What follows belongs to an exercise in optimizing a design on an open flow for small area, a short achievable clock period and few clock cycles; a production flow would make more cautious choices.
At most, simulation tests tie the RTL to the original design; equivalence was not proved.
Power is estimated from default activity; no workload was simulated.

## v6
==> flow/design.v (excerpt) <==
module rpy_core (
    input  wire        clk,
    input  wire        rst,
    output wire [31:0] imem_addr,
    input  wire [31:0] imem_rdata,
    output wire [31:0] dmem_addr,
    output wire [3:0]  dmem_wstrb,
    output wire [31:0] dmem_wdata,
    input  wire [31:0] dmem_rdata,
    output wire        done,
    output wire        fault,
    output wire [2:0]  fault_cause,
    output wire [31:0] fault_pc,
    output wire [31:0] fault_info,
    input  wire [4:0]  dbg_raddr,
    output wire [31:0] dbg_rdata
);
    localparam [6:0] OP_ALU  = 7'b0110011,
                     OP_ALUI = 7'b0010011,
                     OP_LOAD = 7'b0000011,
                     OP_STOR = 7'b0100011,
                     OP_BR   = 7'b1100011;
    reg        done_r, fault_r;
    wire       run = !done_r && !fault_r;
    reg [1:0]  f_code;             
    reg [31:0] f_info;
    reg [31:0] regs [1:31];
    reg [31:1] rv;                 
    wire [31:0] rvz = {rv, 1'b0};
    reg [31:0] fpc;                
    reg        dv;                 
    wire [31:0] ir  = imem_rdata;
    wire [6:0]  op  = ir[6:0];
    wire [2:0]  f3  = ir[14:12];
    wire [6:0]  f7  = ir[31:25];
    wire [4:0]  rd  = ir[11:7];
    wire [4:0]  rs1 = ir[19:15];
    wire [4:0]  rs2 = ir[24:20];
  ...
==> flow/config.mk <==
export PLATFORM = sky130hd
export DESIGN_NAME = rpy_core
export DESIGN_NICKNAME = rpy_core
export VERILOG_FILES = /design/flow/design.v
export SDC_FILE = /design/flow/constraint.sdc
export NUM_CORES = 4
export LEC_CHECK = 0
export CAP_MARGIN = 20
export CORE_MARGIN = 2
export CORE_UTILIZATION = 40
export GPL_ROUTABILITY_DRIVEN = 1
export PLACE_DENSITY = 0.55
export SETUP_SLACK_MARGIN = 4
export SLEW_MARGIN = 20
==> flow/constraint.sdc <==
create_clock -name core_clock -period 12.0 [get_ports {clk}]
set_input_delay 2.4000 -clock core_clock [delete_from_list [all_inputs] [get_ports {clk}]]
set_output_delay 2.4000 -clock core_clock [all_outputs]
set_load 0.01 [all_outputs]
run.sh (not shown) runs the stock make flow with config.mk's settings and CLKGATE_MAP_FILE= SYNTH_SCRIPT=/design/flow/synth_recipe.tcl, a recipe that flattens the netlist after the stock synthesis.
v6: flow completed, timing, DRC and antenna clean
Input-level comparison between v7 and v6:
- removing SETUP_SLACK_MARGIN (formerly 4)
- changing PLACE_DENSITY from 0.55 to 0.3
- changing CORE_UTILIZATION from 40 to 20
[summary]
- Going from v6 to v7, wire length of the first global-routing pass grew by more than 10%.
- Re fraction of power consumed by the clock network: v7 and v6 aren't equal, and the lower value belongs to v6.
- Delta (v7 minus v6): proportion of power drawn by flip-flops and latches lost 0.4 points; initial core utilization now smaller.
- Status: number of combinational gates with multiple inputs parity (v7, v6)
- Post-synthesis area per instance: v7 vs v6 — no meaningful difference
- A master of the slowest instance on the critical path of or4_4 is what v6 shows, while clkdlybuf4s50_1 belongs to v7.
- v7 reports a lower total routing usage reported by global routing than v6 does.
- Summary: with v6 as the reference, total power in v7 moved up slightly.
- Diff v6 -> v7: fraction of the cycle the final worst path needs now larger, average wire per standard cell now smaller.
No functional check of the RTL was part of any run of this note.

========
rpy_core, a different RTL version from the one above (not shown whole).
For scale: roughly 6,000 cells after synthesis, about 1,200 flip-flops, ~68,000 µm² of cells after synthesis.
==> flow/config.mk <==
export PLATFORM = sky130hd
export DESIGN_NAME = rpy_core
export DESIGN_NICKNAME = rpy_core
export VERILOG_FILES = /design/flow/design.v
export SDC_FILE = /design/flow/constraint.sdc
export NUM_CORES = 4
export LEC_CHECK = 0
export CAP_MARGIN = 20
export CORE_MARGIN = 2
export CORE_UTILIZATION = 40
export GPL_ROUTABILITY_DRIVEN = 1
export PLACE_DENSITY = 0.55
export SETUP_SLACK_MARGIN = 5
export SLEW_MARGIN = 20
export SYNTH_HIERARCHICAL = 1
export SYNTH_MINIMUM_KEEP_SIZE = 0
==> flow/constraint.sdc <==
create_clock -name core_clock -period 12.0 [get_ports {clk}]
set_input_delay 2.4000 -clock core_clock [delete_from_list [all_inputs] [get_ports {clk}]]
set_output_delay 2.4000 -clock core_clock [all_outputs]
set_load 0.01 [all_outputs]
Testbench counts at the start, summed over its fixed seeds: cycles 165,346.
Change:
==> flow/flow/run.sh (new file) <==
#!/bin/bash
set -euo pipefail
bash standard.sh \
  "BUFFER_PORTS_ARGS=-buffer_cell sky130_fd_sc_hd__buf_1" \
  "CTS_ARGS=-sink_clustering_enable -repair_clock_nets -sink_clustering_size 24 -sink_clustering_max_diameter 80 -dont_use_dummy_load" \
  finish > standard_flow.log 2>&1
==> flow/standard.sh (new file) <==
#!/bin/bash
# synth_recipe.tcl (not shown) runs the flow's synth.tcl, then flattens the netlist and writes it again
# the make line also repeats each setting of config.mk as NAME=value (left out here)
make -C /OpenROAD-flow-scripts/flow DESIGN_CONFIG=/design/flow/config.mk WORK_HOME=/design/flow/orfs CLKGATE_MAP_FILE= SYNTH_SCRIPT=/design/flow/synth_recipe.tcl "${@:-finish}"
CORE_UTILIZATION = 30   (was 40)
CTS_CLUSTER_DIAMETER = 80   (was unset)
CTS_CLUSTER_SIZE = 24   (was unset)
PLACE_DENSITY = 0.45   (was 0.55)
removed: flow/run.sh
What happened:
- The new run ran to the end with no violations
- global-route usage is lower by 8.5 points
- maximum frequency is higher by about 2%
- hold slack gets worse by 40 ps
Change:
==> flow/run.sh (new file) <==
#!/bin/bash
# synth_recipe.tcl (not shown) runs the flow's synth.tcl, then flattens the netlist and writes it again
# the make line also repeats each setting of config.mk as NAME=value (left out here)
make -C /OpenROAD-flow-scripts/flow DESIGN_CONFIG=/design/flow/config.mk WORK_HOME=/design/flow/orfs CLKGATE_MAP_FILE= SYNTH_SCRIPT=/design/flow/synth_recipe.tcl finish
removed: flow/flow/run.sh
removed: flow/standard.sh
After rerunning: Setup slack barely changes; die area is unchanged; worst hold slack improved by 41 ps; total power climbs by about 6%; area after synthesis does not change; design area climbs by 2.6%; clock-buffer cell count climbs by 1; sequential power is about the same; sequential share of layout area drops by 1.1 points.

==> what the ideal ports hide <==
Ports are ideal in the flow. The routed layouts listed here were re-timed in OpenROAD. Step 1 (the two cells are an assumption about what drives the block):
set clk [get_ports {clk}]
set_driving_cell -lib_cell sky130_fd_sc_hd__clkbuf_16 $clk
set_driving_cell -lib_cell sky130_fd_sc_hd__buf_2 [delete_from_list [all_inputs] $clk]
Step 2 also shifts input and output timing later by t, the mid clock arrival at the registers, as if the neighbouring blocks saw the same clock. Three values: ideal, step 1, step 2; two values: the first two.
run	shift t [ns]	setup slack, ns	worst setup path after step 2	slew at the worst register clock pin (ns)	worst data-port slew with drivers (ns)
v6	0.893	3.247 / 3.184 / 3.184	input to output	0.06 / 0.06	0.12
v7	0.950	1.034 / 0.934 / 0.934	input to output	0.07 / 0.07	0.20
the first run of note 2	0.892	4.405 / 4.356 / 4.356	input to output	0.07 / 0.07	0.17
the second run of note 2	0.843	4.558 / 4.473 / 4.473	input to output	0.10 / 0.10	0.17
the third run of note 2	0.876	4.559 / 4.426 / 4.426	input to output	0.11 / 0.11	0.19
After both steps every run listed still meets setup and hold. For the third run of note 2, which loses most, drivers alone change the setup slack by -0.133 ns; drivers and shift together by -0.133 ns.
